Context: an optimization exercise on an open-source flow, tuned for small area, a short achievable clock period and few clock cycles per item. The choices shown serve that exercise and are no tape-out recipe. Only simulation tests tie the RTL to the original design; equivalence was not proved.

==> run a <==
## qprs_rs
module qprs_rs (
    input  wire        clk,
    input  wire        rst,
    input  wire        cmd_valid,
    output wire        cmd_ready,
    input  wire [15:0] cmd_k,
    input  wire [7:0]  cmd_e,
    input  wire        in_valid,
    output wire        in_ready,
    input  wire [7:0]  in_data,
    output wire        out_valid,
    input  wire        out_ready,
    output wire [7:0]  out_data,
    output wire        out_last,
    output wire        out_err
);
    localparam MAX_EC = 30;
    reg        nq_valid;
    reg  [7:0] nq_k;
    reg  [4:0] nq_e;
    reg        nq_bad;      
    assign cmd_ready = !nq_valid;
    wire cmd_fire = cmd_valid && !nq_valid;
    wire cmd_bad = (cmd_e == 8'd0) || (cmd_e > MAX_EC) ||
                   (cmd_k[15:8] != 8'd0) || (cmd_k[7:0] == 8'd0);
    wire [8:0] nq_sum = {1'b0, nq_k} + {4'd0, nq_e};
    wire nq_ok = !nq_bad && !nq_sum[8];
    reg        cur_active;   
    reg        cur_err;      
    reg        cur_first;    
    reg  [7:0] kcnt;         
    reg  [4:0] cur_e;
    reg        d_valid;
    reg        d_first;
    reg        d_last;
    reg  [4:0] d_e;
    reg  [7:0] d_data;
    reg  [7:0]  q [0:MAX_EC-2];   
    reg         qz;               
    reg  [29:0] p_sel0, p_sel1, p_sel2;
    reg  [7:0]  c0;               
    reg        pend;
    reg  [4:0] pend_e;
    reg        held;
    reg        held_err;
    reg  [4:0] held_e;
    reg  [7:0] obuf [0:MAX_EC-1];
    reg  [4:0] ocnt;
    reg        oerr;
    reg        ovalid;       
    reg        olast;        
    reg        iready;       
    wire load    = held && (!ovalid || (olast && out_ready));
    wire step_ok = !held || load;
    wire proc_go = d_valid && step_ok;
    wire flush   = pend && !d_valid && step_ok;
  ...
Settings: LEC_CHECK=0, CAP_MARGIN=20, CORE_MARGIN=2, CORE_UTILIZATION=35, CTS_CLUSTER_DIAMETER=80, CTS_CLUSTER_SIZE=24, PLACE_DENSITY=0.5, SETUP_SLACK_MARGIN=4.8, SLEW_MARGIN=20; clock period 8.0 ns.
run.sh (not shown) runs the stock make flow with config.mk's settings and CLKGATE_MAP_FILE= SYNTH_SCRIPT=/design/flow/synth_recipe.tcl, a recipe that flattens the netlist after the stock synthesis.
==> run b (differences from run a) <==
--- a/flow/design.v
+++ b/flow/design.v
@@ -70,13 +70,13 @@
     reg        d_first;
     reg        d_last;
     reg  [4:0] d_e;
     reg  [7:0] d_data;
     reg  [7:0]  q [0:MAX_EC-2];   
     reg         qz;               
-    reg  [29:0] p_sel0, p_sel1, p_sel2;
+    reg  [29:0] p_sel;            
     reg  [7:0]  c0;               
     reg        pend;
     reg  [4:0] pend_e;
     reg        held;
     reg        held_err;
     reg  [4:0] held_e;
@@ -180,17 +180,14 @@
             oerr  <= held_err;
             olast <= held_err || (held_e == 5'd1);
         end else if (out_fire) begin
             olast <= (ocnt == 5'd2);
         end
     end
-    wire [359:0] genh0, genh1, genh2;
-    qprs_gen_rom u_rom0 (.sel(p_sel0),  .h(genh0));
-    qprs_gen_rom u_rom1 (.sel(~p_sel1), .h(genh1));
-    qprs_gen_rom u_rom2 (.sel(p_sel2),  .h(genh2));
-    wire [359:0] genh = {genh2[359:240], genh1[239:120], genh0[119:0]};
+    wire [359:0] genh;
+    qprs_gen_rom u_rom (.sel(p_sel), .h(genh));
     reg  [7:0] fbq_l;
     reg  [11:0] hf_reg;          
     reg  [7:0] fbq_g0, fbq_g1, fbq_g2;
     wire [7:0] fv [0:3];
     assign fv[0] = fbq_l;
     assign fv[1] = ~fbq_g0;
@@ -255,18 +252,12 @@
         else if (step)
             hf_reg <= (proc_go && !d_last) ? genh_d[11:0] : 12'd0;
     end
     wire [7:0] dq = d_data ^ ((qz || d_first) ? 8'h00 : q[0]);
     integer n;
     always @(posedge clk) begin
-        if (rst)
-            p_sel2 <= 30'd0;
-        else if (step)
-            p_sel2 <= d_sel;
-    end
-    always @(posedge clk) begin
         if (rst) begin
             fbq_g1 <= 8'h00;
             fbq_g2 <= 8'hFF;
         end else if (step) begin
             fbq_g1 <= dq ^ prod0;
             fbq_g2 <= ~(dq ^ prod0);
@@ -277,14 +268,13 @@
             for (n = 0; n < MAX_EC - 1; n = n + 1)
                 q[n] <= r[n+1];
             c0    <= r[0];
             qz    <= d_first || !proc_go;
             fbq_l    <= dq ^ prod0;
             fbq_g0 <= ~(dq ^ prod0);
-            p_sel0 <= d_sel;
-            p_sel1 <= ~d_sel;
+            p_sel <= d_sel;
         end
     end
     always @(posedge clk) begin
         if (load) begin
             obuf[0] <= held_err ? 8'h03 : c0;
             for (n = 1; n < MAX_EC; n = n + 1)
Settings changed: CORE_UTILIZATION 35 to 40, PLACE_DENSITY 0.5 to 0.55.
==> comparison <==
- Between run a and run b, the lower worst setup slack is in run a (gap 37 ps).
- Between run a and run b, the lower register-to-register slack is in run a (gap 40 ps).
- Against run a, the first-iteration DRC count of run b is larger by about 25%.
- In run b the die area is smaller than in run a, by 14%.
- In run a the global-route usage is lower than in run b, by 5.2 points.
Testbench counts of run a, summed over its fixed seeds: cycles 30,817, blocks 695.
Testbench counts of run b, summed over its fixed seeds: cycles 30,817, blocks 695.

## static timing again, ports no longer ideal
The flow's constraints put no driver on any port. The routed layouts listed below were extracted and timed again, unchanged, in two steps.
Step 1: set_driving_cell puts a clkbuf_16 on clk and a buf_2 on each other input, an assumption about the parent block.
Step 2 adds t to the input delays and takes it off the output delays; t is the mean of the earliest and latest rising clock arrival at the registers after step 1. Input paths then give back, and output paths get back, about the clock's delay inside the block.
Slacks: no drivers / after step 1 / after step 2; pairs: no drivers / after step 1.
run	t (ns)	slack for setup (ns)	hold slack, ns	worst setup path at the end	worst data-port slew with drivers (ns)
run a	0.791	4.654 / 4.654 / 4.106	0.428 / 0.428 / 0.428	input to register	0.06
run b	0.772	4.691 / 4.691 / 4.150	0.427 / 0.427 / 0.427	input to register	0.06
After both steps every run listed still meets setup and hold. For run a, which loses most, drivers alone change the setup slack by 0.000 ns; drivers and shift together by -0.548 ns.
